Source: an optimization exercise on an open RTL-to-GDS flow (aim: small area, a short achievable clock period and few clock cycles). Production flows keep margins and buffers that such runs may drop.
Where RTL was checked, it was by simulation tests only, not by an equivalence proof against the original.
Only the layout flow was run in runs 1 and 2; the RTL was not checked for function there.
Power and IR drop assume default switching activity.

[flow/run.sh]
#!/bin/bash
# synth_recipe.tcl (not shown) runs the flow's synth.tcl, then flattens the netlist and writes it again
# the make line also repeats each setting of config.mk as NAME=value (left out here)
make -C /OpenROAD-flow-scripts/flow DESIGN_CONFIG=/design/flow/config.mk WORK_HOME=/design/flow/orfs CLKGATE_MAP_FILE= SYNTH_SCRIPT=/design/flow/synth_recipe.tcl finish
[flow/config.mk]
export PLATFORM = sky130hd
export DESIGN_NAME = tis80_core
export DESIGN_NICKNAME = tis80_core
export VERILOG_FILES = /design/flow/design.v
export SDC_FILE = /design/flow/constraint.sdc
export NUM_CORES = 4
export LEC_CHECK = 0
export CAP_MARGIN = 20
export CORE_MARGIN = 2
export CORE_UTILIZATION = 60
export PLACE_DENSITY = 0.7
export SETUP_SLACK_MARGIN = 5
export SLEW_MARGIN = 20
[flow/design.v]
module tis80_core (
    input  wire        clk,
    input  wire        rst,
    output reg         mem_req,
    output reg         mem_we,
    output reg  [15:0] mem_addr,
    output reg  [7:0]  mem_wdata,
    input  wire        mem_ready,
    input  wire [7:0]  mem_rdata,
    output reg         step_done,
    output reg  [1:0]  step_outcome,
    output wire [16:0] pc_o,
    output wire [7:0]  acc_o,
    output wire [15:0] sp_o,
    output wire [2:0]  flags_o,
    output wire        halted_o,
    output wire        pmode_o,
    output wire        ie_o
);
    localparam OUT_CONTINUE = 2'd0, OUT_HALTED = 2'd1, OUT_OOB = 2'd2, OUT_UNKNOWN = 2'd3;
    localparam S_FETCH = 5'b00000,    
               S_OPER  = 5'b00001,    
               S_ALU   = 5'b00010,    
               S_PSR   = 5'b00011,    
               S_STOP  = 5'b00100,
               S_HANG  = 5'b00101,
               S_RD    = 5'b01000,    
               S_PTRH  = 5'b01001,    
               S_PTRL  = 5'b01010,    
               S_VECH  = 5'b01011,    
               S_VECL  = 5'b01100,    
               S_WR    = 5'b01101,    
               S_WR1   = 5'b01110,    
               S_WR2   = 5'b01111,    
               S_POP   = 5'b10000,    
               S_RIT   = 5'b10001,    
               S_RPCH  = 5'b10010,    
               S_RPCL  = 5'b10011,    
               S_PUSH  = 5'b10100,    
               S_CPCH  = 5'b10101,    
               S_CPCL  = 5'b10110,    
               S_CIT   = 5'b10111;    
    localparam T_NONE = 2'd0, T_LIVE = 2'd1, T_DEAD = 2'd2;
    localparam PC_HOLD = 3'd0, PC_INC1 = 3'd1, PC_INC2 = 3'd2, PC_JMP = 3'd3, PC_TGT = 3'd4;
    localparam A_HOLD = 3'd0, A_SHL = 3'd1, A_SHR = 3'd2, A_NOT = 3'd3, A_ALU = 3'd4, A_RD = 3'd5;
    localparam SP_HOLD = 3'd0, SP_POP = 3'd1, SP_INC = 3'd2, SP_SA = 3'd3, SP_RET0 = 3'd4;
    localparam P_HOLD = 3'd0, P_SHIFT = 3'd1, P_INC = 3'd2, P_PAIR = 3'd3, P_VEC = 3'd4;
    localparam W_HOLD = 2'd0, W_REG = 2'd1, W_OB = 2'd2, W_OP0 = 2'd3;
    localparam K_PICK = 2'd0, K_HI = 2'd1, K_LO = 2'd2, K_CUR = 2'd3;
    reg [4:0]  state;
    reg [16:0] pc;
    reg [7:0]  acc;
    reg [7:0]  sp;           
    reg [7:0]  x [0:15];
    reg [2:0]  flags;        
    reg        halted, pmode, ie;
    reg [7:0]  opcode;
    reg [1:0]  cnt;          
    reg [7:0]  op0;          
    reg [7:0]  wd;           
    reg [15:0] ptr;          
    reg        so_chk;       
    reg        pw_v;         
    reg [3:0]  pw_idx;
    reg [1:0]  tmode;
    reg [8:0]  fbase;        
    reg [16:0] cm;
    reg        cur_acc;      
    reg        cur_v;        
    integer i;
    assign pc_o      = pc;
    assign acc_o     = acc;
    assign sp_o      = {8'h01, sp};
    assign flags_o   = flags;
    assign halted_o  = halted;
    assign pmode_o   = pmode;
    assign ie_o      = ie;
    function known_op;
        input [7:0] op;
        begin
            case (op)
                8'h10, 8'h11, 8'h12, 8'h13, 8'h14, 8'h15, 8'h16, 8'h17, 8'h18, 8'h19,
                8'h20, 8'h21, 8'h22, 8'h23, 8'h24, 8'h25,
                8'h30, 8'h31, 8'h32, 8'h33, 8'h34, 8'h35, 8'h36, 8'h37, 8'h38, 8'h39,
                8'h40, 8'h41, 8'h42, 8'h43, 8'h44, 8'h45,
                8'h50, 8'h51, 8'h52, 8'h53, 8'h54, 8'h55: known_op = 1'b1;
                default:                                  known_op = 1'b0;
            endcase
        end
    endfunction
    wire st_fetch = (state == S_FETCH);
    wire st_oper  = (state == S_OPER);
    wire in_call  = (state == S_CPCL) || (state == S_CIT);
    wire [7:0]  ob = (st_oper && pc[16]) ? 8'h00 : mem_rdata;
    wire [16:0] need     = ~cm;
    wire [16:0] pk1h     = need & (~need + 17'd1);
    wire        pick_any = |need;
    wire        pk_acc   = pk1h[16];
    reg  [3:0]  pk_x;        
    always @(*) begin
        pk_x = 4'd0;
        for (i = 0; i < 16; i = i + 1)
            if (pk1h[i]) pk_x = pk_x | i[3:0];
    end
    wire        rs_acc  = st_fetch || (st_oper && opcode[2]) || (in_call && cur_acc);
    wire [7:0]  xr      = x[op0[3:0]];
    wire [7:0]  rsrc    = rs_acc ? acc : ((op0[7:4] == 4'd0) ? xr : 8'h00);
    wire [16:0] pc_inc1 = pc + 17'd1;
    wire        acc_z     = (acc == 8'h00);
    wire        jmp_taken = (opcode[2:0] == 3'd0) || (opcode[2:0] == 3'd1 && acc_z) ||
                            ((opcode[2:0] == 3'd2 || opcode[2:0] == 3'd3) && !acc_z);
    wire        jfg_taken = (op0 < 8'd3) && flags[op0[1:0]];
    wire [16:0] pc_inc2 = pc + 17'd2;
    wire [15:0] ptr_inc = ptr + 16'd1;
    wire        sp_full = (sp == 8'hFF);
    wire [7:0]  sp_inc  = sp + 8'd1;
    wire [7:0]  sp_pop  = (sp > 8'h04) ? sp - 8'd1 : sp;
    wire        alu_sub = opcode[1];                        
    wire        alu_as  = (opcode[3:2] == 2'b00);           
    wire [7:0]  alu_b   = (alu_as && opcode[0]) ? op0 : rsrc;    
    wire [8:0]  alu_sum = {1'b0, acc} + {1'b0, alu_b ^ {8{alu_sub}}} + {8'd0, alu_sub};
    wire        alu_ovf = alu_sum[8] ^ alu_sub;
    reg  [7:0]  alu_out;
    always @(*) begin
        case (opcode[3:0])
            4'h6:    alu_out = acc & alu_b;
            4'h7:    alu_out = acc | alu_b;
            4'h8:    alu_out = acc ^ alu_b;
            4'h5:    alu_out = alu_b;                       
            default: alu_out = alu_ovf ? 8'h00 : alu_sum[7:0];
        endcase
    end
    reg  [1:0]  k_sel;
    reg  [5:0]  sa_k;
    always @(*) begin
        case (k_sel)
            K_HI:    sa_k = -6'sd3;                         
            K_LO:    sa_k = -6'sd2;                         
            K_CUR:   sa_k = !cur_v ? 6'd16 : cur_acc ? -6'sd1 : {2'b00, op0[3:0]};
            default: sa_k = !pick_any ? -6'sd3 : pk_acc ? -6'sd1 : {2'b00, pk_x};
        endcase
    end
    wire [9:0]  sa_sum  = {fbase[8], fbase} + {{4{sa_k[5]}}, sa_k};
    wire        sa_low  = sa_sum[9] || (sa_sum[8:2] == 7'd0);
    wire [7:0]  sa      = sa_low ? 8'h04 : (sa_sum[8] ? 8'hFF : sa_sum[7:0]);
    wire [7:0]  sa_ret0 = (sp < 8'd21) ? 8'h04 : sp - 8'd17;
    always @(*) begin
        if (state[4]) begin
            mem_addr = {8'h01, sp};
            mem_req  = !(state[2] && sp_full);
            mem_we   = state[2];
        end else if (state[3]) begin
            mem_addr = ptr;
            mem_req  = 1'b1;
            mem_we   = state[2] && (state[1:0] != 2'b00);
        end else begin
            mem_addr = pc[15:0];
            mem_req  = (state[4:1] == 4'b0000) && !pc[16];
            mem_we   = 1'b0;
        end
        case (state)
            S_CPCH:  mem_wdata = pc[15:8];
            S_CPCL:  mem_wdata = pc[7:0];
            S_WR2:   mem_wdata = op0;
            default: mem_wdata = wd;
        endcase
    end
    reg [4:0]  st_n;
    reg [2:0]  pc_sel, acc_sel, ptr_sel, sp_sel;
    reg [1:0]  wd_sel, vid_sel, tmode_n, outcome_n;
    reg        pw_ld;
    reg [2:0]  flags_n;
    reg        halted_n, pmode_n, ie_n, so_chk_n, done_n;
    reg        op0_ld, opc_ld, cnt_zero, cnt_inc;
    reg        x_we, x_wr_instr, acc_wr_instr;
    reg        cm_zero, cm_set, cm_one, cur_ld, cur_acc_ld;
    reg [1:0]  fb_sel;       
    task finish;
        input [1:0] outcome;
        begin
            done_n    = 1'b1;
            st_n      = (outcome == OUT_CONTINUE) ? S_FETCH : S_STOP;
        end
    endtask
    task dispatch;
        input nothing;       
        begin
            ptr_sel = P_VEC;
            if (!ie || nothing)
                finish(OUT_CONTINUE);
            else
                st_n    = S_VECH;
        end
    endtask
    task stack_overflow;
        begin
            flags_n[1] = 1'b1;
            vid_sel    = 2'd2;
            ptr_sel    = P_VEC;
            if (ie) begin
                so_chk_n = 1'b1;
                st_n     = S_VECH;
            end else
                finish(OUT_CONTINUE);
        end
    endtask
    task call_overflow;
        begin
            pc_sel  = PC_TGT;
            tmode_n = T_NONE;
            stack_overflow;
        end
    endtask
    task call_start;
        begin
            fb_sel  = 2'd1;
            cm_zero = !(tmode == T_DEAD && fbase == {1'b0, sp} + 9'd3);
            tmode_n = T_NONE;
            st_n    = S_CPCH;
        end
    endtask
    task call_next;
        begin
            sp_sel = SP_SA;
            k_sel  = K_CUR;
            if (cur_v) begin
                wd_sel = W_REG;
                cur_ld = 1'b1;
                cm_set = 1'b1;
                st_n   = S_CIT;
            end else begin
                pc_sel  = PC_TGT;
                tmode_n = T_LIVE;
                finish(OUT_CONTINUE);
            end
        end
    endtask
    task ret_next;
        begin
            sp_sel = SP_SA;
            if (pick_any) begin
                cur_ld = 1'b1;
                cm_set = 1'b1;
                st_n   = S_RIT;
            end else
                st_n   = S_RPCH;
        end
    endtask
    task wr_x;
        begin
            x_we       = 1'b1;
            x_wr_instr = 1'b1;
        end
    endtask
    task wr_x_late;
        input [1:0] d_sel;
        begin
            wd_sel = d_sel;
            pw_ld  = 1'b1;
        end
    endtask
    task wr_acc;
        input [2:0] sel;
        begin
            acc_sel      = sel;
            acc_wr_instr = 1'b1;
        end
    endtask
    task hold_all;
        begin
            st_n         = state;
            pc_sel       = PC_HOLD;
            acc_sel      = A_HOLD;
            sp_sel       = SP_HOLD;
            ptr_sel      = P_HOLD;
            wd_sel       = W_HOLD;
            vid_sel      = 2'd0;
            k_sel        = K_PICK;
            pw_ld        = 1'b0;
            tmode_n      = tmode;
            outcome_n    = !st_fetch           ? OUT_CONTINUE :
                           pc[16]              ? OUT_OOB :
                           mem_rdata == 8'h41  ? OUT_HALTED :
                           !known_op(mem_rdata) ? OUT_UNKNOWN : OUT_CONTINUE;
            flags_n      = flags;
            halted_n     = halted;
            pmode_n      = pmode;
            ie_n         = ie;
            so_chk_n     = so_chk;
            done_n       = 1'b0;
            op0_ld       = 1'b0;
            opc_ld       = 1'b0;
            cnt_zero     = 1'b0;
            cnt_inc      = 1'b0;
            x_we         = 1'b0;
            x_wr_instr   = 1'b0;
            acc_wr_instr = 1'b0;
            cm_zero      = 1'b0;
            cm_set       = 1'b0;
            cm_one       = 1'b0;
            cur_ld       = 1'b0;
            cur_acc_ld   = 1'b0;
            fb_sel       = 2'd0;
        end
    endtask
    always @(*) begin
        hold_all;
        case (state)
            S_FETCH: begin
                if (pc[16]) begin
                    finish(OUT_OOB);
                end else begin
                    opc_ld   = 1'b1;
                    cnt_zero = 1'b1;
                    pc_sel   = PC_INC1;
                    wd_sel   = W_REG;            
                    vid_sel  = 2'd2;             
                    ptr_sel  = P_VEC;
                    case (mem_rdata)
                        8'h14: begin wr_acc(A_SHL); finish(OUT_CONTINUE); end
                        8'h15: begin wr_acc(A_SHR); finish(OUT_CONTINUE); end
                        8'h19: begin wr_acc(A_NOT); finish(OUT_CONTINUE); end
                        8'h41: begin halted_n = 1'b1; finish(OUT_HALTED); end
                        8'h42: begin pmode_n = 1'b1; finish(OUT_CONTINUE); end
                        8'h43: begin ie_n    = 1'b1; finish(OUT_CONTINUE); end
                        8'h44: begin ie_n    = 1'b0; finish(OUT_CONTINUE); end
                        8'h50: begin                                         
                            tmode_n = T_NONE;
                            if (sp_full) stack_overflow;
                            else st_n = S_PUSH;
                        end
                        8'h51: begin                                         
                            tmode_n = T_NONE;
                            sp_sel  = SP_POP;
                            st_n    = S_POP;
                        end
                        8'h55: begin                                         
                            if (tmode == T_LIVE)
                                ret_next;
                            else begin
                                fb_sel     = 2'd2;
                                cm_one     = 1'b1;
                                cur_acc_ld = 1'b1;
                                sp_sel     = SP_RET0;
                                st_n       = S_RIT;
                            end
                        end
                        default: begin
                            if (!known_op(mem_rdata)) finish(OUT_UNKNOWN);
                            else st_n = S_OPER;
                        end
                    endcase
                end
            end
            S_OPER: begin
                begin
                    pc_sel  = PC_INC1;
                    cnt_inc = 1'b1;
                    case (opcode)
                        8'h10, 8'h11, 8'h12, 8'h13, 8'h16, 8'h17, 8'h18, 8'h35: begin
                            op0_ld = 1'b1;
                            st_n   = S_ALU;
                        end
                        8'h20, 8'h21, 8'h22, 8'h23, 8'h24: begin            
                            ptr_sel = P_SHIFT;
                            if (cnt[0]) begin
                                pc_sel = PC_JMP;
                                finish(OUT_CONTINUE);
                            end else if (!jmp_taken) begin
                                pc_sel = PC_INC2;
                                finish(OUT_CONTINUE);
                            end
                        end
                        8'h25: begin                                         
                            ptr_sel = P_SHIFT;
                            if (cnt == 2'd0)
                                op0_ld = 1'b1;
                            else if (cnt == 2'd1) begin
                                if (!jfg_taken) begin
                                    pc_sel = PC_INC2;
                                    finish(OUT_CONTINUE);
                                end
                            end else begin
                                pc_sel = PC_JMP;
                                finish(OUT_CONTINUE);
                            end
                        end
                        8'h38: begin                                         
                            pc_sel     = PC_INC2;
                            flags_n[2] = 1'b1;
                            vid_sel    = 2'd3;
                            dispatch(1'b0);
                        end
                        8'h30, 8'h36: begin                                  
                            if (cnt == 2'd2) begin
                                op0_ld = 1'b1;
                                if (ob[7:4] != 4'd0) finish(OUT_CONTINUE);
                                else st_n = opcode[1] ? S_PTRH : S_RD;
                            end else
                                ptr_sel = P_SHIFT;
                        end
                        8'h31, 8'h37: begin                                  
                            if (cnt == 2'd0) op0_ld = 1'b1;
                            else ptr_sel = P_SHIFT;
                            if (cnt == 2'd2) begin
                                if (!opcode[1]) begin
                                    wd_sel = W_REG;
                                    st_n   = S_WR;
                                end else
                                    st_n   = S_PTRH;
                            end
                        end
                        8'h32, 8'h33: begin                                  
                            if (cnt == 2'd0) op0_ld = 1'b1;
                            else begin
                                wr_x_late(opcode[0] ? W_OP0 : W_REG);
                                finish(OUT_CONTINUE);
                            end
                        end
                        8'h34: begin                                         
                            wr_x_late(W_REG);
                            finish(OUT_CONTINUE);
                        end
                        8'h39: begin                                         
                            if (cnt == 2'd0) wd_sel = W_OB;
                            else if (cnt == 2'd1) op0_ld = 1'b1;
                            else ptr_sel = P_SHIFT;
                            if (cnt == 2'd3) st_n = S_WR1;
                        end
                        8'h40: dispatch(ob[7]);                              
                        8'h45: begin                                         
                            if (ob < 8'd3) flags_n[ob[1:0]] = 1'b0;
                            finish(OUT_CONTINUE);
                        end
                        8'h52: begin op0_ld = 1'b1; st_n = S_PSR; end        
                        8'h53: begin                                         
                            op0_ld  = 1'b1;
                            tmode_n = T_NONE;
                            sp_sel  = SP_POP;
                            st_n    = S_POP;
                        end
                        8'h54: begin                                         
                            ptr_sel = P_SHIFT;
                            if (cnt[0]) call_start;
                        end
                        default: finish(OUT_CONTINUE);
                    endcase
                end
            end
            S_ALU: begin
                wr_acc(A_ALU);
                vid_sel = 2'd1;
                ptr_sel = P_VEC;
                if (alu_as && alu_ovf) begin
                    flags_n[0] = 1'b1;
                    dispatch(1'b0);
                end else
                    finish(OUT_CONTINUE);
            end
            S_RD: begin
                wr_x;
                finish(OUT_CONTINUE);
            end
            S_PTRH: begin
                wd_sel  = W_OB;
                ptr_sel = P_INC;
                st_n    = S_PTRL;
            end
            S_PTRL: begin
                ptr_sel = P_PAIR;
                if (!opcode[0])                                      
                    st_n = S_RD;
                else begin
                    wd_sel = W_REG;
                    st_n   = S_WR;
                end
            end
            S_WR, S_WR2: begin
                if (ptr[15:8] == 8'h01) tmode_n = T_NONE;
                finish(OUT_CONTINUE);
            end
            S_WR1: begin
                if (ptr[15:8] == 8'h01) tmode_n = T_NONE;
                ptr_sel = P_INC;
                st_n    = S_WR2;
            end
            S_PSR: begin
                tmode_n = T_NONE;
                if (sp_full) stack_overflow;
                else begin wd_sel = W_REG; st_n = S_PUSH; end
            end
            S_PUSH: begin
                sp_sel = SP_INC;
                finish(OUT_CONTINUE);
            end
            S_POP: begin
                if (opcode[1]) begin                                 
                    if (op0[7:4] == 4'd0) wr_x;
                end
                else           wr_acc(A_RD);                         
                finish(OUT_CONTINUE);
            end
            S_VECH: begin
                wd_sel  = W_OB;
                ptr_sel = P_INC;
                st_n    = S_VECL;
            end
            S_VECL: begin
                so_chk_n = 1'b0;
                ptr_sel  = P_PAIR;
                if (wd == 8'h00 && mem_rdata == 8'h00)
                    finish(OUT_CONTINUE);
                else if (so_chk)
                    st_n = S_HANG;               
                else
                    call_start;
            end
            S_CPCH: begin
                if (sp_full) call_overflow;
                else begin
                    sp_sel = SP_INC;
                    cur_ld = 1'b1;
                    cm_set = 1'b1;
                    st_n   = S_CPCL;
                end
            end
            S_CPCL, S_CIT: begin
                if (sp_full) call_overflow;
                else call_next;
            end
            S_RIT: begin
                if (cur_acc) acc_sel = A_RD;
                else
                    x_we   = 1'b1;
                ret_next;
            end
            S_RPCH: begin
                ptr_sel = P_SHIFT;
                k_sel   = K_LO;
                sp_sel  = SP_SA;
                st_n    = S_RPCL;
            end
            S_RPCL: begin
                pc_sel  = PC_JMP;
                k_sel   = K_HI;
                sp_sel  = SP_SA;
                tmode_n = (fbase[8] || fbase[7:0] < 8'd7) ? T_NONE : T_DEAD;
                finish(OUT_CONTINUE);
            end
            default: ;                               
        endcase
    end
    wire        stall  = mem_req && !mem_ready;
    wire [6:0]  vid = (vid_sel == 2'd0) ? ob[6:0] : {5'd0, vid_sel};
    wire [3:0]  x_widx = pw_v ? pw_idx : op0[3:0];
    wire [7:0]  x_wd   = pw_v ? wd : mem_rdata;
    wire        ob_ok  = (ob[7:4] == 4'd0);
    wire [15:0] cm_clr_op0 = {15'd0, x_wr_instr} << op0[3:0];
    wire [15:0] cm_clr_ob  = {15'd0, pw_ld && ob_ok} << ob[3:0];
    wire [16:0] cm_clr = {acc_wr_instr, cm_clr_op0 | cm_clr_ob};
    always @(posedge clk) begin
        if (rst) begin
            state        <= S_FETCH;
            pc           <= 17'h00200;
            acc          <= 8'h00;
            sp           <= 8'h04;
            flags        <= 3'b000;
            halted       <= 1'b0;
            pmode        <= 1'b0;
            ie           <= 1'b0;
            step_done    <= 1'b0;
            step_outcome <= OUT_CONTINUE;
            so_chk       <= 1'b0;
            tmode        <= T_NONE;
        end else if (stall) begin
            step_done    <= 1'b0;
        end else begin
            state        <= st_n;
            flags        <= flags_n;
            halted       <= halted_n;
            pmode        <= pmode_n;
            ie           <= ie_n;
            step_done    <= done_n;
            step_outcome <= outcome_n;
            so_chk       <= so_chk_n;
            tmode        <= tmode_n;
            case (pc_sel)
                PC_INC1: pc <= pc_inc1;
                PC_INC2: pc <= pc_inc2;
                PC_JMP:  pc <= {1'b0, ptr[7:0], ob};
                PC_TGT:  pc <= {1'b0, ptr};
                default: ;
            endcase
            case (acc_sel)
                A_SHL:   acc <= {acc[6:0], 1'b0};
                A_SHR:   acc <= {1'b0, acc[7:1]};
                A_NOT:   acc <= ~acc;
                A_ALU:   acc <= alu_out;
                A_RD:    acc <= mem_rdata;
                default: ;
            endcase
            case (sp_sel)
                SP_POP:  sp <= sp_pop;
                SP_INC:  sp <= sp_inc;
                SP_SA:   sp <= sa;
                SP_RET0: sp <= sa_ret0;
                default: ;
            endcase
        end
        if (!stall) begin
            case (ptr_sel)
                P_SHIFT: ptr <= {ptr[7:0], ob};
                P_INC:   ptr <= ptr_inc;
                P_PAIR:  ptr <= {wd, mem_rdata};
                P_VEC:   ptr <= {8'h00, vid, 1'b0};
                default: ;
            endcase
            case (wd_sel)
                W_REG:   wd <= rsrc;
                W_OB:    wd <= ob;
                W_OP0:   wd <= op0;
                default: ;
            endcase
            pw_idx <= ob[3:0];
            if (op0_ld)      op0 <= ob;
            else if (cur_ld) op0 <= {4'd0, pk_x};
            if (opc_ld) opcode <= mem_rdata;
            if (cnt_zero)     cnt <= 2'd0;
            else if (cnt_inc) cnt <= cnt + 2'd1;
            case (fb_sel)
                2'd1:    fbase <= {1'b0, sp} + 9'd3;
                2'd2:    fbase <= {1'b0, sp} - 9'd16;
                default: ;
            endcase
            cm <= ((cm & ~cm_clr) & {17{~(cm_zero | cm_one)}}) | (cm_set ? pk1h : 17'd0) | {cm_one, 16'd0};
            if (cur_ld) begin
                cur_acc <= pk_acc;
                cur_v   <= pick_any;
            end else if (cur_acc_ld)
                cur_acc <= 1'b1;
        end
    end
    always @(posedge clk) begin
        if (rst) begin
            pw_v <= 1'b0;
            for (i = 0; i < 16; i = i + 1) x[i] <= 8'h00;
        end else begin
            pw_v <= pw_ld && ob_ok && !stall;
            if (pw_v || (x_we && !stall))
                x[x_widx] <= x_wd;
        end
    end
endmodule
[flow/constraint.sdc]
create_clock -name core_clock -period 10.0 [get_ports {clk}]
set_input_delay 2.0000 -clock core_clock [delete_from_list [all_inputs] [get_ports {clk}]]
set_output_delay 2.0000 -clock core_clock [all_outputs]
set_load 0.01 [all_outputs]
==> notes.md, run 1 <==
Synthesis-to-layout area growth -> 12.0%
Gr ovfl total -> 0
Crit start category -> flip-flop
First-pass GRT wire length -> 99,300 um
WL/cell -> 27.2 um
Via count -> 17,512
Initial Util -> 61.2%
Top cell by count, worst path -> nand2_1
RSZ-0062 raised after global routing -> yes
Relative slew margins -> 24.5%
Crit Path Max Fanout -> 38
# fillers -> 2,366
Run status -> finished clean
Synth async-reset ratio -> 0%
WL met3 -> 8770 um
RD Place Congestion -> 1.02
Post-synth EDFFs -> 202
Post-layout util -> 68.5%
Hold Crit Class -> flip-flop to flip-flop
Drt initial violations -> 3,165
Die H -> 178 um
Layout cell share with drive strength beyond 1 -> 8.67%
# DRC -> 0
Die area -> 31,700 um^2
Met1 WL -> 25,200 um
Min Hold Slack -> 480 ps
Tmin final -> 5050 ps
Synth Area in XOR/XNOR -> 3.61%
Synth top area share -> 33.3%
Max Slew Vio Count -> 0
CTS clk-pin slew, worst paths -> 80 ps
CTS Sinks -> 257
R2R cell count -> 17
Post-synthesis mux area share -> 8.38%
Mapped Cells -> 2,007
Die Wd -> 178 um
Total GRT Usage -> 41.5%
Placed cell area -> 19,100 um^2
Top sig layer -> met4
I/O pin count -> 87
Post-DP HPWL -> 46,500 um
H-tree Lvls -> 1
Largest net degree at the start of global routing -> 39
Post-synth top cells -> 282 x nor2_1, 216 x nand2_1, 202 x edfxtp_1
CTS tree -> done
Warnings, synthesis -> 1
Post-synth cell types -> 99
Site row count -> 63
Maxcap violations -> 0
Main synth FF type -> edfxtp_1
Hold Buf Count CTS -> 0
Non-Filler Instances -> 2,445
Worst EP required -> 8000 ps
Pwr/cell area -> 279 nW/um^2
Slowest-stage cell, CP -> clkdlybuf4s50_1
Crit path DAT -> 3050 ps
Buf+Inv Stages, Crit Path -> 2
Setup_tns -> 0 ps
Sequential share of the synthesized area -> 39.4%
Static leakage -> 7.44 nW
WP depth -> 7
Total placed cells including tap cells -> 2,377
Final Net Count -> 2,100
CP top delay family -> simple AND/OR/NAND/NOR gates
Synth Area in Simple Gates -> 20.2%
Cell area after layout -> 20,400 um^2
Clk Tree Root Cell -> clkbuf_16
Final worst path period share -> 50.5%
CP peak stage delay -> 550 ps
WL final -> 66,600 um
Kind of critical path -> flip-flop to output port
Initial antenna violation count -> 1
Measured slew at the worst slew-check pin -> 1100 ps
Most area-hungry cell type in the Yosys netlist -> edfxtp_1
Compound-gate portion of the synthesized area -> 19.3%
Synth Area per Inst -> 9.06 um^2
Number of I/O port buffers -> 78
Cells on Worst Hold Path -> 2
Vias per cell -> 7.16
Number of global-route vias before repair -> 16,071
Core footprint -> 29,700 um^2
Top-count cell post-synth -> nor2_1
Worst-Skew Late Latency -> 590 ps
Met2 WL post-DR -> 28,700 um
Cell Chain, Critical Path -> buf_6 > nor2b_2 > nand2_1 > nor2_4 > a222oi_1 > nand2_1 > clkdlybuf4s50_1
Worst clock skew -> 37.1 ps
Final hold viol count -> 0
CTS Buf Count -> 28
Final setup fails -> 0
Mapped cell area -> 18,200 um^2
Peak Freq -> 0.198 GHz
VDD IR max -> 0.207 mV
#FFs+latches synth -> 257
Drt first pass iters -> 9
CTS Buffer Depth -> 3
ANT nets after route -> 0
Worst setup EP type -> output port
Fraction of the mapped netlist area in adder cells -> 4.04%
Synth area leaders -> edfxtp_1 33%, dfxtp_1 6.1%, nor2_1 5.8%
Main combinational cell family by area after synthesis -> simple AND/OR/NAND/NOR gates
## logic make-up after synthesis
group	count (synthesis)
other	2
adders and majority gates	57
muxes	94
DFF	257
AOI/OAI and AO/OA	530
buffers and inverters	208
xor gates and xnor gates	75
and+or+nand+nor	784
## repair_timing
| item | in CTS | in global routing |
|---|---|---|
| cloned | 0 | 1 |
| gates resized for setup | 22 | 24 |
| hold endpoints to repair | 0 | 0 |
| buffers inserted | 1 | 13 |
| pin swaps | 1 | 3 |
| setup endpoints to repair | 45 | 63 |
## stage by stage
step / power, mW / setup WS (ps)
3_3_place_gp: 4.35 / 4340
6_report: 5.67 / 4950
3_5_place_dp: 4.38 / 4280
4_1_cts: 5.51 / 5000
2_1_floorplan: 3.47 / 5590
5_1_grt: 5.90 / 4930
## worst register-to-register path: cells and delay by family, from the launching register on
family	cells	cell delay (ps)
XOR/XNOR	2	420
flip-flops	1	470
AND/OR/NAND/NOR	3	670
adder cells (fa/ha/maj)	1	390
buffers and inverters	2	300
multiplexers	3	1520
AO/OA/AOI/OAI	6	960
## metal layers
metal	vias to the layer above	global-route usage, %
li1	7529	-
met1	8254	57.5
met2	1475	62.8
met3	254	7.50
met4	0	20.7
met5	-	0
## area by class of cell
cell class | count | area, um^2 | share of cell area, %
multi-input cells | 1549 | 10300 | 50.5
flip-flops and latches | 257 | 7180 | 35.2
inverters | 68 | 255 | 1.25
clock buffers | 34 | 733 | 3.60
clock inverters | 18 | 245 | 1.20
diodes | 1 | 2.50 | 0.0123
repair buffers | 128 | 1190 | 5.82
well taps | 390 | 488 | 2.40
## final timing paths
check / start / end / slack, ps
hold / removal: step_outcome[0] / step_outcome[0] / 480
setup / recovery: state[3] / mem_wdata[1] / 4950
setup reg to reg: flip-flop / acc[0] / 5190
hold reg to reg: step_outcome[0] / step_outcome[0] / 480
## where the power goes
part | internal (mW) | total (mW) | switching [mW]
Combinational | 1.05 | 2.82 | 1.77
Sequential | 1.42 | 1.73 | 0.312
Clock | 0.654 | 1.12 | 0.464
Total | 3.12 | 5.67 | 2.55
## sequential cells by signal, summed over array words and instances, names as in the netlist, 4 cells and up, named ones only
register / cells
x: 128
cm: 17
pc: 17
ptr: 16
fbase: 9
acc: 8
op0: 8
opcode: 8
sp: 8
wd: 8
state: 5
pw_idx: 4
## layout by cell type (no fill, tap or decap), drive strengths merged, types with 15 or more instances in the layout
| cell type | Yosys | layout |
|---|---|---|
| mux2i | 48 | 48 |
| clkdlybuf4s50 | 0 | 70 |
| or3 | 15 | 15 |
| nor3 | 48 | 48 |
| inv | 65 | 66 |
| mux4 | 39 | 39 |
| buf | 47 | 51 |
| edfxtp | 202 | 202 |
| a21oi | 111 | 111 |
| nor4 | 20 | 20 |
| a22oi | 16 | 16 |
| clkbuf | 93 | 35 |
| o221ai | 17 | 17 |
| nor2b | 23 | 23 |
| a221oi | 17 | 17 |
| o22ai | 32 | 32 |
| nand2 | 216 | 216 |
| nand3 | 55 | 55 |
| nand2b | 28 | 28 |
| dfxtp | 55 | 55 |
| nor2 | 285 | 286 |
| and2 | 16 | 16 |
| a31oi | 24 | 24 |
| ha | 54 | 54 |
| o21ai | 154 | 154 |
| xnor2 | 49 | 49 |
| xor2 | 26 | 26 |
==> run 2, diff against run 1 <==
--- a/flow/config.mk
+++ b/flow/config.mk
@@ -5,6 +5,7 @@
 export SDC_FILE = /design/flow/constraint.sdc
 export NUM_CORES = 4
 export LEC_CHECK = 0
+export ABC_AREA = 1
 export CAP_MARGIN = 20
 export CORE_MARGIN = 2
 export CORE_UTILIZATION = 60
==> run 2 against run 1 <==
- cell count grew 19%
- sequential share of layout area shrank 0.29 points
- largest power group unchanged
- critical path depth grew 6
- die area shrank 0.46%
==> notes.md, run 2 <==
Run status -> finished clean (unchanged)
Top cell by count, worst path -> nand2_1 (unchanged)
Maxcap violations -> 0 (unchanged)
Worst clock skew -> 10.5 ps (was 37.1 ps)
Final Net Count -> 2,559 (was 2,100)
Peak Freq -> 0.205 GHz (was 0.198 GHz)
Most frequent cells in the layout -> 404 x nor2_1, 399 x nand2_1, 282 x inv_1 (was 276 x nor2_1, 215 x nand2_1, 202 x edfxtp_1)
RD Place Congestion -> 1.08 (was 1.02)
Compound-gate portion of the synthesized area -> 18.3% (was 19.3%)
Most common cell after layout, fill and taps aside -> nor2_1 (unchanged)
Hold Crit Start -> pmode (was step_outcome[0])
Core footprint -> 29,600 um^2 (was 29,700 um^2)
VDD IR max -> 0.193 mV (was 0.207 mV)
Synth area leaders -> edfxtp_1 34%, nor2_1 8.4%, nand2_1 8.3% (was edfxtp_1 33%, dfxtp_1 6.1%, nor2_1 5.8%)
Vias per cell -> 6.53 (was 7.16)
# DRC -> 0 (unchanged)
I/O pin count -> 87 (unchanged)
ANT nets after route -> 0 (unchanged)
Main combinational cell family by area after synthesis -> simple AND/OR/NAND/NOR gates (unchanged)
Worst-Skew Late Latency -> 560 ps (was 590 ps)
Slowest-stage cell, CP -> a21oi_2 (was clkdlybuf4s50_1)
Initial Util -> 61.1% (was 61.2%)
WL/cell -> 22.9 um (was 27.2 um)
Die area -> 31,600 um^2 (was 31,700 um^2)
CTS Buffer Depth -> 3 (unchanged)
RR Startpoint -> state[4]
Site row count -> 63 (unchanged)
CTS tree -> done (unchanged)
Synth Area in Simple Gates -> 26.1% (was 20.2%)
Multi-input logic area -> 9410 um^2 (was 10,300 um^2)
Cell area after layout -> 20,600 um^2 (was 20,400 um^2)
Kind of critical path -> primary input to flip-flop (was flip-flop to output port)
Hold Crit Class -> flip-flop to flip-flop (unchanged)
CP peak stage delay -> 800 ps (was 550 ps)
Initial antenna violation count -> 0 (was 1)
Cells on Worst Hold Path -> 1 (was 2)
Clk Tree Root Cell -> clkbuf_16 (unchanged)
Worst EP required -> 10,480 ps (was 8000 ps)
R2R cell count -> 29 (was 17)
Drt initial violations -> 2,955 (was 3,165)
WP depth -> 13 (was 7)
Final hold viol count -> 0 (unchanged)
Pwr/cell area -> 268 nW/um^2 (was 279 nW/um^2)
Post-DP HPWL -> 47,600 um (was 46,500 um)
Tmin final -> 4870 ps (was 5050 ps)
CTS Sinks -> 257 (unchanged)
Via count -> 18,949 (was 17,512)
Critical path startpoint -> mem_rdata[2] (was state[3])
Mapped cell area -> 18,100 um^2 (was 18,200 um^2)
Gr ovfl total -> 0 (unchanged)
Final setup fails -> 0 (unchanged)
Main synth FF type -> edfxtp_1 (unchanged)
Measured slew at the worst slew-check pin -> 1030 ps (was 1100 ps)
Crit Path Max Fanout -> 16 (was 38)
Relative slew margins -> 30.6% (was 24.5%)
Top-count cell post-synth -> nor2_1 (unchanged)
Number of I/O port buffers -> 78 (unchanged)
Sequential share of the synthesized area -> 39.6% (was 39.4%)
Most area-hungry cell type in the Yosys netlist -> edfxtp_1 (unchanged)
Crit start category -> primary input (was flip-flop)
Cell Chain, Critical Path -> clkdlybuf4s50_1 > inv_1 > nor2_1 > nand2_1 > nor2_2 > nand2_1 > nor2_1 > inv_1 > nand2_1 > a21oi_4 > a21oi_2 > nand2_1 > o21ai_1 (was buf_6 > nor2b_2 > nand2_1 > nor2_4 > a222oi_1 > nand2_1 > clkdlybuf4s50_1)
Die Wd -> 178 um (about the same)
CP top delay family -> simple AND/OR/NAND/NOR gates (unchanged)
Warnings, synthesis -> 1 (unchanged)
Worst setup EP type -> flip-flop (was output port)
Synth top area share -> 33.5% (was 33.3%)
Static leakage -> 8.48 nW (was 7.44 nW)
H-tree Lvls -> 1 (unchanged)
Total GRT Usage -> 41.4% (was 41.5%)
Drt first pass iters -> 7 (was 9)
Crit path DAT -> 5350 ps (was 3050 ps)
Die H -> 178 um (about the same)
Post-synthesis mux area share -> 0% (was 8.38%)
Post-synth top cells -> 407 x nor2_1, 400 x nand2_1, 285 x inv_1 (was 282 x nor2_1, 216 x nand2_1, 202 x edfxtp_1)
CTS Buf Count -> 29 (was 28)
Synth async-reset ratio -> 0% (unchanged)
Fraction of the mapped netlist area in adder cells -> 4.06% (was 4.04%)
Synthesis-to-layout area growth -> 13.6% (was 12.0%)
RSZ-0062 raised after global routing -> no (was yes)
Buf+Inv Stages, Crit Path -> 3 (was 2)
Setup_tns -> 0 ps (unchanged)
Final worst path period share -> 48.7% (was 50.5%)
Synth Area in XOR/XNOR -> 2.85% (was 3.61%)
Max Slew Vio Count -> 0 (unchanged)
Placed cell area -> 19,100 um^2 (about the same)
#FFs+latches synth -> 257 (unchanged)
CTS clk-pin slew, worst paths -> 60 ps (was 80 ps)
First-pass GRT wire length -> 100,000 um (was 99,300 um)
Mapped Cells -> 2,416 (was 2,007)
Synth Area per Inst -> 7.49 um^2 (was 9.06 um^2)
Layout cell share with drive strength beyond 1 -> 9.43% (was 8.67%)
Post-synth cell types -> 68 (was 99)
Hold Buf Count CTS -> 0 (unchanged)
Post-layout util -> 69.4% (was 68.5%)
Largest net degree at the start of global routing -> 68 (was 39)
Post-synth EDFFs -> 202 (unchanged)
WL final -> 66,600 um (about the same)
Register Area -> 7190 um^2 (was 7180 um^2)
Reg with most FFs -> x (unchanged)
Number of global-route vias before repair -> 17,615 (was 16,071)
# fillers -> 2,452 (was 2,366)
Max reg flops -> 128 (unchanged)
Diodes inserted -> 0 (was 1)
Biggest regs -> x: 128 flops, cm: 17 flops, pc: 17 flops (unchanged)
-- run 2: cell count changes after synthesis, sizes merged, moves of 19 or more --
cell / delta
mux2i: -48
a21oi: +19
nor2: +144
nand3: +65
nand2b: -28
o21ai: +43
inv: +253
o211ai: +24
nor2b: -23
mux4: -39
xnor2: -42
xor2: +26
nand2: +208
clkbuf: -43
-- run 2: timing repair --
item / CTS / global route
pin swaps: 2 / 6
gates cloned: 2 / 1
buffers inserted: 9 / 20
resized for setup: 15 / 27
setup endpoints to repair: 33 / 29
-- run 2: metal layers --
layer / global-route usage (%) / share of wire [%]
met2: 68.8 / 47
met4: 22.2 / 6.7
met1: 52.1 / 36
met5: 0 / 0
met3: 6.08 / 11
-- run 2: where the power goes --
group	switching (mW)	total, mW	internal [mW]	leakage, nW
Combinational	1.67	2.58	0.914	5.49
Sequential	0.317	1.77	1.45	2.49
Clock	0.462	1.16	0.700	0.498
Total	2.45	5.51	3.06	8.48
-- run 2: worst reg2reg max path, delay by kind of cell, from the launching register on --
kind                       cells  cell delay (ps)
and+or+nand+nor               16             1870
adders and majority gates      1              410
AOI/OAI and AO/OA              5              810
xor gates and xnor gates       2              500
DFF                            1              440
buffers and inverters          5              620
-- run 2: path summary, 6_finish.rpt --
path	slack (ps)	to
max	5130	flip-flop
min	480	pmode
max reg2reg	5250	state[1]
min reg2reg	480	pmode
-- run 2: area by class of cell --
class,count,share of cell area [%]
Multi-Input combinational cell,1749,45.8
Inverter,326,6.08
Sequential cell,257,35.0
Clock inverter,14,1.02
Tap cell,390,2.37
Timing Repair inverter,2,0.0487
Clock buffer,40,3.97
Timing Repair Buffer,126,5.77
-- run 2: kinds of logic after synthesis --
family,Yosys count
other,2
xor gates and xnor gates,59
and+or+nand+nor,1090
AOI/OAI and AO/OA,535
buffers and inverters,416
adders and majority gates,57
DFF,257
-- run 2: through the flow --
| stage | instances | power [mW] | hold slack, ps | setup slack (ps) |
|---|---|---|---|---|
| floorplan | 2422 | 3.28 | 471 | 5950 |
| global placement | 2818 | 4.13 | 453 | 4570 |
| detailed placement | 2818 | 4.17 | 462 | 4210 |
| CTS | 2883 | 5.35 | 477 | 5010 |
| global route | 2904 | 5.78 | 502 | 4870 |
| finish | 2904 | 5.51 | 475 | 5130 |
==> run 3, diff against run 2 <==
--- a/flow/design.v
+++ b/flow/design.v
@@ -24,6 +24,8 @@
                S_PSR   = 5'b00011,    
                S_STOP  = 5'b00100,
                S_HANG  = 5'b00101,
+               S_DEC   = 5'b00110,    
+               S_AOVF  = 5'b00111,    
                S_RD    = 5'b01000,    
                S_PTRH  = 5'b01001,    
                S_PTRL  = 5'b01010,    
@@ -42,7 +44,8 @@
                S_CIT   = 5'b10111;    
     localparam T_NONE = 2'd0, T_LIVE = 2'd1, T_DEAD = 2'd2;
     localparam PC_HOLD = 3'd0, PC_INC1 = 3'd1, PC_INC2 = 3'd2, PC_JMP = 3'd3, PC_TGT = 3'd4;
-    localparam A_HOLD = 3'd0, A_SHL = 3'd1, A_SHR = 3'd2, A_NOT = 3'd3, A_ALU = 3'd4, A_RD = 3'd5;
+    localparam A_HOLD = 3'd0, A_SHL = 3'd1, A_SHR = 3'd2, A_NOT = 3'd3, A_ALU = 3'd4, A_RD = 3'd5,
+               A_ZERO = 3'd6;
     localparam SP_HOLD = 3'd0, SP_POP = 3'd1, SP_INC = 3'd2, SP_SA = 3'd3, SP_RET0 = 3'd4;
     localparam P_HOLD = 3'd0, P_SHIFT = 3'd1, P_INC = 3'd2, P_PAIR = 3'd3, P_VEC = 3'd4;
     localparam W_HOLD = 2'd0, W_REG = 2'd1, W_OB = 2'd2, W_OP0 = 2'd3;
@@ -63,7 +66,7 @@
     reg        pw_v;         
     reg [3:0]  pw_idx;
     reg [1:0]  tmode;
-    reg [8:0]  fbase;        
+    reg [9:0]  fbase;        
     reg [16:0] cm;
     reg        cur_acc;      
     reg        cur_v;        
@@ -93,15 +96,15 @@
     wire in_call  = (state == S_CPCL) || (state == S_CIT);
     wire [7:0]  ob = (st_oper && pc[16]) ? 8'h00 : mem_rdata;
     wire [16:0] need     = ~cm;
-    wire [16:0] pk1h     = need & (~need + 17'd1);
-    wire        pick_any = |need;
-    wire        pk_acc   = pk1h[16];
-    reg  [3:0]  pk_x;        
-    always @(*) begin
-        pk_x = 4'd0;
-        for (i = 0; i < 16; i = i + 1)
-            if (pk1h[i]) pk_x = pk_x | i[3:0];
-    end
+    wire [15:0] need_x   = need[16:1];
+    wire [3:0]  nib_any  = {|need_x[15:12], |need_x[11:8], |need_x[7:4], |need_x[3:0]};
+    wire [1:0]  nib      = nib_any[0] ? 2'd0 : nib_any[1] ? 2'd1 : nib_any[2] ? 2'd2 : 2'd3;
+    wire [3:0]  nib_bits = need_x[{nib, 2'b00} +: 4];
+    wire [1:0]  nib_low  = nib_bits[0] ? 2'd0 : nib_bits[1] ? 2'd1 : nib_bits[2] ? 2'd2 : 2'd3;
+    wire [3:0]  pk_x     = {nib, nib_low};           
+    wire        pk_acc   = need[0];
+    wire        pick_any = pk_acc || (|nib_any);
+    wire [16:0] pk1h     = pk_acc ? 17'd1 : {({15'd0, |nib_any} << pk_x), 1'b0};
     wire        rs_acc  = st_fetch || (st_oper && opcode[2]) || (in_call && cur_acc);
     wire [7:0]  xr      = x[op0[3:0]];
     wire [7:0]  rsrc    = rs_acc ? acc : ((op0[7:4] == 4'd0) ? xr : 8'h00);
@@ -117,7 +120,8 @@
     wire [7:0]  sp_pop  = (sp > 8'h04) ? sp - 8'd1 : sp;
     wire        alu_sub = opcode[1];                        
     wire        alu_as  = (opcode[3:2] == 2'b00);           
-    wire [7:0]  alu_b   = (alu_as && opcode[0]) ? op0 : rsrc;    
+    wire [7:0]  alu_b   = (alu_as && opcode[0])  ? op0 :          
+                          (op0[7:4] == 4'd0)     ? xr : 8'h00;
     wire [8:0]  alu_sum = {1'b0, acc} + {1'b0, alu_b ^ {8{alu_sub}}} + {8'd0, alu_sub};
     wire        alu_ovf = alu_sum[8] ^ alu_sub;
     reg  [7:0]  alu_out;
@@ -127,7 +131,7 @@
             4'h7:    alu_out = acc | alu_b;
             4'h8:    alu_out = acc ^ alu_b;
             4'h5:    alu_out = alu_b;                       
-            default: alu_out = alu_ovf ? 8'h00 : alu_sum[7:0];
+            default: alu_out = alu_sum[7:0];                 
         endcase
     end
     reg  [1:0]  k_sel;
@@ -140,7 +144,7 @@
             default: sa_k = !pick_any ? -6'sd3 : pk_acc ? -6'sd1 : {2'b00, pk_x};
         endcase
     end
-    wire [9:0]  sa_sum  = {fbase[8], fbase} + {{4{sa_k[5]}}, sa_k};
+    wire [9:0]  sa_sum  = fbase + {{4{sa_k[5]}}, sa_k};
     wire        sa_low  = sa_sum[9] || (sa_sum[8:2] == 7'd0);
     wire [7:0]  sa      = sa_low ? 8'h04 : (sa_sum[8] ? 8'hFF : sa_sum[7:0]);
     wire [7:0]  sa_ret0 = (sp < 8'd21) ? 8'h04 : sp - 8'd17;
@@ -213,8 +217,7 @@
     endtask
     task call_start;
         begin
-            fb_sel  = 2'd1;
-            cm_zero = !(tmode == T_DEAD && fbase == {1'b0, sp} + 9'd3);
+            cm_zero = !(tmode == T_DEAD && fbase == {2'b00, sp} + 10'd3);
             tmode_n = T_NONE;
             st_n    = S_CPCH;
         end
@@ -324,27 +327,7 @@
                         8'h42: begin pmode_n = 1'b1; finish(OUT_CONTINUE); end
                         8'h43: begin ie_n    = 1'b1; finish(OUT_CONTINUE); end
                         8'h44: begin ie_n    = 1'b0; finish(OUT_CONTINUE); end
-                        8'h50: begin                                         
-                            tmode_n = T_NONE;
-                            if (sp_full) stack_overflow;
-                            else st_n = S_PUSH;
-                        end
-                        8'h51: begin                                         
-                            tmode_n = T_NONE;
-                            sp_sel  = SP_POP;
-                            st_n    = S_POP;
-                        end
-                        8'h55: begin                                         
-                            if (tmode == T_LIVE)
-                                ret_next;
-                            else begin
-                                fb_sel     = 2'd2;
-                                cm_one     = 1'b1;
-                                cur_acc_ld = 1'b1;
-                                sp_sel     = SP_RET0;
-                                st_n       = S_RIT;
-                            end
-                        end
+                        8'h50, 8'h51, 8'h55: st_n = S_DEC;
                         default: begin
                             if (!known_op(mem_rdata)) finish(OUT_UNKNOWN);
                             else st_n = S_OPER;
@@ -447,15 +430,42 @@
                     endcase
                 end
             end
+            S_DEC: begin
+                case (opcode)
+                            8'h50: begin                                         
+                                tmode_n = T_NONE;
+                                if (sp_full) stack_overflow;
+                                else st_n = S_PUSH;
+                            end
+                            8'h51: begin                                         
+                                tmode_n = T_NONE;
+                                sp_sel  = SP_POP;
+                                st_n    = S_POP;
+                            end
+                            8'h55: begin                                         
+                                if (tmode == T_LIVE)
+                                    ret_next;
+                                else begin
+                                    fb_sel     = 2'd2;
+                                    cm_one     = 1'b1;
+                                    cur_acc_ld = 1'b1;
+                                    sp_sel     = SP_RET0;
+                                    st_n       = S_RIT;
+                                end
+                            end
+                    default: ;
+                endcase
+            end
             S_ALU: begin
                 wr_acc(A_ALU);
-                vid_sel = 2'd1;
-                ptr_sel = P_VEC;
-                if (alu_as && alu_ovf) begin
-                    flags_n[0] = 1'b1;
-                    dispatch(1'b0);
-                end else
-                    finish(OUT_CONTINUE);
+                if (alu_as && alu_ovf) st_n = S_AOVF;
+                else                   finish(OUT_CONTINUE);
+            end
+            S_AOVF: begin
+                wr_acc(A_ZERO);
+                flags_n[0] = 1'b1;
+                vid_sel    = 2'd1;
+                dispatch(1'b0);
             end
             S_RD: begin
                 wr_x;
@@ -516,6 +526,7 @@
                     call_start;
             end
             S_CPCH: begin
+                fb_sel = 2'd1;
                 if (sp_full) call_overflow;
                 else begin
                     sp_sel = SP_INC;
@@ -544,7 +555,7 @@
                 pc_sel  = PC_JMP;
                 k_sel   = K_HI;
                 sp_sel  = SP_SA;
-                tmode_n = (fbase[8] || fbase[7:0] < 8'd7) ? T_NONE : T_DEAD;
+                tmode_n = (fbase[9] || fbase[8:0] < 9'd7) ? T_NONE : T_DEAD;
                 finish(OUT_CONTINUE);
             end
             default: ;                               
@@ -557,7 +568,7 @@
     wire        ob_ok  = (ob[7:4] == 4'd0);
     wire [15:0] cm_clr_op0 = {15'd0, x_wr_instr} << op0[3:0];
     wire [15:0] cm_clr_ob  = {15'd0, pw_ld && ob_ok} << ob[3:0];
-    wire [16:0] cm_clr = {acc_wr_instr, cm_clr_op0 | cm_clr_ob};
+    wire [16:0] cm_clr = {cm_clr_op0 | cm_clr_ob, acc_wr_instr};
     always @(posedge clk) begin
         if (rst) begin
             state        <= S_FETCH;
@@ -597,6 +608,7 @@
                 A_NOT:   acc <= ~acc;
                 A_ALU:   acc <= alu_out;
                 A_RD:    acc <= mem_rdata;
+                A_ZERO:  acc <= 8'h00;
                 default: ;
             endcase
             case (sp_sel)
@@ -628,11 +640,11 @@
             if (cnt_zero)     cnt <= 2'd0;
             else if (cnt_inc) cnt <= cnt + 2'd1;
             case (fb_sel)
-                2'd1:    fbase <= {1'b0, sp} + 9'd3;
-                2'd2:    fbase <= {1'b0, sp} - 9'd16;
+                2'd1:    fbase <= {2'b00, sp} + 10'd3;
+                2'd2:    fbase <= {2'b00, sp} - 10'd16;
                 default: ;
             endcase
-            cm <= ((cm & ~cm_clr) & {17{~(cm_zero | cm_one)}}) | (cm_set ? pk1h : 17'd0) | {cm_one, 16'd0};
+            cm <= ((cm & ~cm_clr) & {17{~(cm_zero | cm_one)}}) | (cm_set ? pk1h : 17'd0) | {16'd0, cm_one};
             if (cur_ld) begin
                 cur_acc <= pk_acc;
                 cur_v   <= pick_any;
==> flow/flow/run.sh (new file) <==
#!/bin/bash
# The standard layout with two changes: the port buffers are buf_2 cells
# rather than the delay buffers buffer_ports picks on its own, and the timing
# repair aims further below the clock period. The make output is kept in
# standard.log; each ORFS step keeps its own log under orfs/logs/.
set -euo pipefail
bash standard.sh "BUFFER_PORTS_ARGS=-buffer_cell sky130_fd_sc_hd__buf_2" \
    SETUP_SLACK_MARGIN=6 finish > standard.log 2>&1
==> flow/standard.sh (new file) <==
#!/bin/bash
# synth_recipe.tcl (not shown) runs the flow's synth.tcl, then flattens the netlist and writes it again
# the make line also repeats each setting of config.mk as NAME=value (left out here)
make -C /OpenROAD-flow-scripts/flow DESIGN_CONFIG=/design/flow/config.mk WORK_HOME=/design/flow/orfs CLKGATE_MAP_FILE= SYNTH_SCRIPT=/design/flow/synth_recipe.tcl "${@:-finish}"
--- a/flow/config.mk
+++ b/flow/config.mk
@@ -10,5 +10,4 @@
 export CORE_MARGIN = 2
 export CORE_UTILIZATION = 60
 export PLACE_DENSITY = 0.7
-export SETUP_SLACK_MARGIN = 5
 export SLEW_MARGIN = 20
removed: flow/run.sh
==> run 3 against run 2 <==
- still clean
- hold slack worse by 30 ps
- die area is 0.82% higher
- register-to-register slack better by 840 ps
- largest cell class unchanged
- count of clock-buffer cells in the layout is 3 lower
- critical path type is now flip-flop to output port
==> notes.md, run 3 <==
Placed cell area -> 18,800 um^2 (was 19,100 um^2)
Final Net Count -> 2,621 (was 2,559)
Biggest regs -> x: 128 flops, cm: 17 flops, pc: 17 flops (unchanged)
Worst clock skew -> 16.5 ps (was 10.5 ps)
Pwr/cell area -> 244 nW/um^2 (was 268 nW/um^2)
# DRC -> 0 (unchanged)
Min Hold Slack -> 445 ps (was 475 ps)
Gr ovfl total -> 0 (unchanged)
Die H -> 178 um (about the same)
Maxcap violations -> 0 (unchanged)
Largest net degree at the start of global routing -> 66 (was 68)
Sequential share of the synthesized area -> 39.4% (was 39.6%)
Die Wd -> 178 um (about the same)
Most common cell after layout, fill and taps aside -> nand2_1 (was nor2_1)
Initial Util -> 61.3% (was 61.1%)
Synthesis-to-layout area growth -> 14.7% (was 13.6%)
Relative slew margins -> 29.0% (was 30.6%)
Drt first pass iters -> 8 (was 7)
Slowest-stage cell, CP -> dfxtp_4 (was a21oi_2)
Diodes inserted -> 0 (unchanged)
Synth Area in XOR/XNOR -> 3.25% (was 2.85%)
Post-synth EDFFs -> 203 (was 202)
ANT nets after route -> 0 (unchanged)
Worst-Skew Late Latency -> 590 ps (was 560 ps)
CTS tree -> done (unchanged)
First-pass GRT wire length -> 103,000 um (was 100,000 um)
Synth area leaders -> edfxtp_1 33%, nand2_1 9.0%, nor2_1 8.1% (was edfxtp_1 34%, nor2_1 8.4%, nand2_1 8.3%)
Most frequent cells in the layout -> 423 x nand2_1, 384 x nor2_1, 253 x inv_1 (was 404 x nor2_1, 399 x nand2_1, 282 x inv_1)
Synth Area in Simple Gates -> 26.3% (was 26.1%)
Site row count -> 63 (unchanged)
Cell Chain, Critical Path -> nand2_4 > nor2_4 > buf_6 > nand2_8 > inv_4 > nor3_4 > inv_2 > o21ai_2 > buf_2 (was clkdlybuf4s50_1 > inv_1 > nor2_1 > nand2_1 > nor2_2 > nand2_1 > nor2_1 > inv_1 > nand2_1 > a21oi_4 > a21oi_2 > nand2_1 > o21ai_1)
Mapped Cells -> 2,430 (was 2,416)
Peak Freq -> 0.243 GHz (was 0.205 GHz)
Compound-gate portion of the synthesized area -> 18.1% (was 18.3%)
Final worst path period share -> 41.1% (was 48.7%)
Non-Filler Instances -> 2,965 (was 2,904)
Drt initial violations -> 3,119 (was 2,955)
Multi-input logic area -> 9870 um^2 (was 9410 um^2)
Static leakage -> 8.84 nW (was 8.48 nW)
WL final -> 71,600 um (was 66,600 um)
Core footprint -> 29,800 um^2 (was 29,600 um^2)
Register Area -> 7240 um^2 (was 7190 um^2)
Total placed cells including tap cells -> 2,830 (was 2,818)
Warnings, synthesis -> 1 (unchanged)
Max reg flops -> 128 (unchanged)
RD Place Congestion -> 1.02 (was 1.08)
Main synth FF type -> edfxtp_1 (unchanged)
Cell area after layout -> 20,900 um^2 (was 20,600 um^2)
Initial antenna violation count -> 0 (unchanged)
Hold Crit Class -> flip-flop to flip-flop (unchanged)
Reg with most FFs -> x (unchanged)
Tmin final -> 4110 ps (was 4870 ps)
Layout cell share with drive strength beyond 1 -> 15.6% (was 9.43%)
CTS clk-pin slew, worst paths -> 60 ps (about the same)
Measured slew at the worst slew-check pin -> 1070 ps (was 1030 ps)
CTS Buffer Depth -> 3 (unchanged)
Post-synth top cells -> 438 x nand2_1, 395 x nor2_1, 267 x inv_1 (was 407 x nor2_1, 400 x nand2_1, 285 x inv_1)
R2R cell count -> 29 (unchanged)
Most area-hungry cell type in the Yosys netlist -> edfxtp_1 (unchanged)
Reg2Reg Setup Slack -> 6090 ps (was 5250 ps)
Number of I/O port buffers -> 78 (unchanged)
Crit Path Max Fanout -> 6 (was 16)
Run status -> finished clean (unchanged)
#FFs+latches synth -> 258 (was 257)
Synth async-reset ratio -> 0% (unchanged)
Post-synthesis mux area share -> 0.308% (was 0%)
Fraction of the mapped netlist area in adder cells -> 4.03% (was 4.06%)
RSZ-0062 raised after global routing -> yes (was no)
Kind of critical path -> flip-flop to output port (was primary input to flip-flop)
CP peak stage delay -> 380 ps (was 800 ps)
Main combinational cell family by area after synthesis -> simple AND/OR/NAND/NOR gates (unchanged)
I/O pin count -> 87 (unchanged)
Worst EP required -> 8000 ps (was 10,480 ps)
Post-synth cell types -> 66 (was 68)
CTS Sinks -> 258 (was 257)
Total GRT Usage -> 42.4% (was 41.4%)
Synth top area share -> 33.4% (was 33.5%)
Final setup fails -> 0 (unchanged)
H-tree Lvls -> 1 (unchanged)
CTS Buf Count -> 29 (unchanged)
WL/cell -> 24.2 um (was 22.9 um)
Via count -> 19,729 (was 18,949)
Die area -> 31,800 um^2 (was 31,600 um^2)
Number of global-route vias before repair -> 17,687 (was 17,615)
Worst setup EP type -> output port (was flip-flop)
Post-DP HPWL -> 49,200 um (was 47,600 um)
Synth Area per Inst -> 7.51 um^2 (was 7.49 um^2)
Crit start category -> flip-flop (was primary input)
Mapped cell area -> 18,300 um^2 (was 18,100 um^2)
Crit path DAT -> 2110 ps (was 5350 ps)
Vias per cell -> 6.65 (was 6.53)
Setup_tns -> 0 ps (unchanged)
Clk Tree Root Cell -> clkbuf_16 (unchanged)
VDD IR max -> 0.175 mV (was 0.193 mV)
# fillers -> 2,387 (was 2,452)
Final hold viol count -> 0 (unchanged)
Max Slew Vio Count -> 0 (unchanged)
Top-count cell post-synth -> nand2_1 (was nor2_1)
Cells on Worst Hold Path -> 2 (was 1)
## run 3: changes by cell type in the layout (fill, tap and decap cells not counted), sizes merged, moves of 8 or more
cell	before	now
nor3	56	48
inv	317	285
nand3	120	130
o2111ai	11	23
nand2	424	463
nor2	429	411
clkdlybuf4s50	78	0
o2bb2ai	8	0
o21ai	197	227
buf	47	172
## run 3: report_power, final
part	total (mW)	switching (mW)	internal, mW
logic	2.39	1.60	0.787
clock network	1.05	0.474	0.575
registers	1.67	0.259	1.41
total	5.11	2.33	2.77
## run 3: stage by stage
stage | power, mW | setup WS [ps] | utilization [%]
6_report | 5.11 | 5890 | 70.3
5_1_grt | 5.32 | 5790 | 70.3
4_1_cts | 4.76 | 5960 | 67.5
3_5_place_dp | 3.67 | 5200 | 63.2
3_3_place_gp | 3.63 | 5310 | 63.2
2_1_floorplan | 3.01 | 6320 | -
## run 3: what timing repair did
action	in CTS	in global routing
setup endpoints to repair	78	32
gates resized for setup	75	91
hold buffers	0	0
cloned	0	5
pin swaps	14	33
buffers inserted	25	52
## run 3: cell type report
| class | count | area share (%) |
|---|---|---|
| flip-flops and latches | 258 | 34.6 |
| clock buffers | 37 | 3.70 |
| inverters | 291 | 5.63 |
| repair buffers | 175 | 5.95 |
| multi-input cells | 1797 | 47.1 |
| clock inverters | 16 | 0.574 |
| well taps | 390 | 2.33 |
| repair inverters | 1 | 0.0777 |
## run 3: final timing paths
path / to / from
worst min register to register: pmode / pmode
worst min-delay path: pmode / pmode
worst max-delay path: mem_wdata[3] / state[2]
worst max register to register: sp[3] / cm[5]
## run 3: worst max-delay path, delay by kind of cell, from the launching register on
kind                   cells  cell delay, ps
AOI/OAI and AO/OA          1             180
buffers and inverters      4             470
DFF                        1             380
and+or+nand+nor            4             490
## run 3: routing by layer
| layer | wire (um) | vias to the layer above | track usage (%) |
|---|---|---|---|
| li1 | - | 8551 | - |
| met1 | 25400 | 9057 | 55.8 |
| met2 | 31300 | 1704 | 65.3 |
| met3 | 9750 | 417 | 9.91 |
| met4 | 5120 | 0 | 22.0 |
| met5 | 0 | - | 0 |
## run 3: cell families after synthesis
| kind of cell | count (synthesis) |
|---|---|
| and+or+nand+nor | 1112 |
| AOI/OAI and AO/OA | 548 |
| DFF | 258 |
| xor gates and xnor gates | 66 |
| adders and majority gates | 57 |
| other | 2 |
| muxes | 5 |
| buffers and inverters | 382 |
Testbench counts of run 3, summed over its fixed seeds: cycles 291,067.

[what the ideal ports hide]
The results above use ideal ports. As a check the final layouts listed here were re-extracted and re-timed, cells and wires unchanged. Step 1, drivers: a clkbuf_16 drives clk and a buf_2 each remaining input, both assumed. Step 2 times the ports against the registers' clock, not the clock port: input delays grow and output delays shrink by t, the midpoint of the rising clock arrivals with the driver on. a / b / c = ideal ports / drivers / drivers and shift; a / b = the first two.
run	t, ns	setup slack, ns	clock arrival spread, ns	slew at the worst register clock pin (ns)	worst slew at a driven data input, ns
run 1	0.631	4.950 / 4.893 / 4.454	0.037 / 0.037	0.08 / 0.08	0.04
run 2	0.611	5.127 / 5.152 / 4.546	0.011 / 0.011	0.07 / 0.07	0.03
run 3	0.635	5.888 / 5.835 / 5.537	0.017 / 0.017	0.07 / 0.07	0.03
After both steps setup and hold are still met in every run listed. For run 2, which loses most, drivers alone change the setup slack by +0.025 ns; drivers and shift together by -0.581 ns.
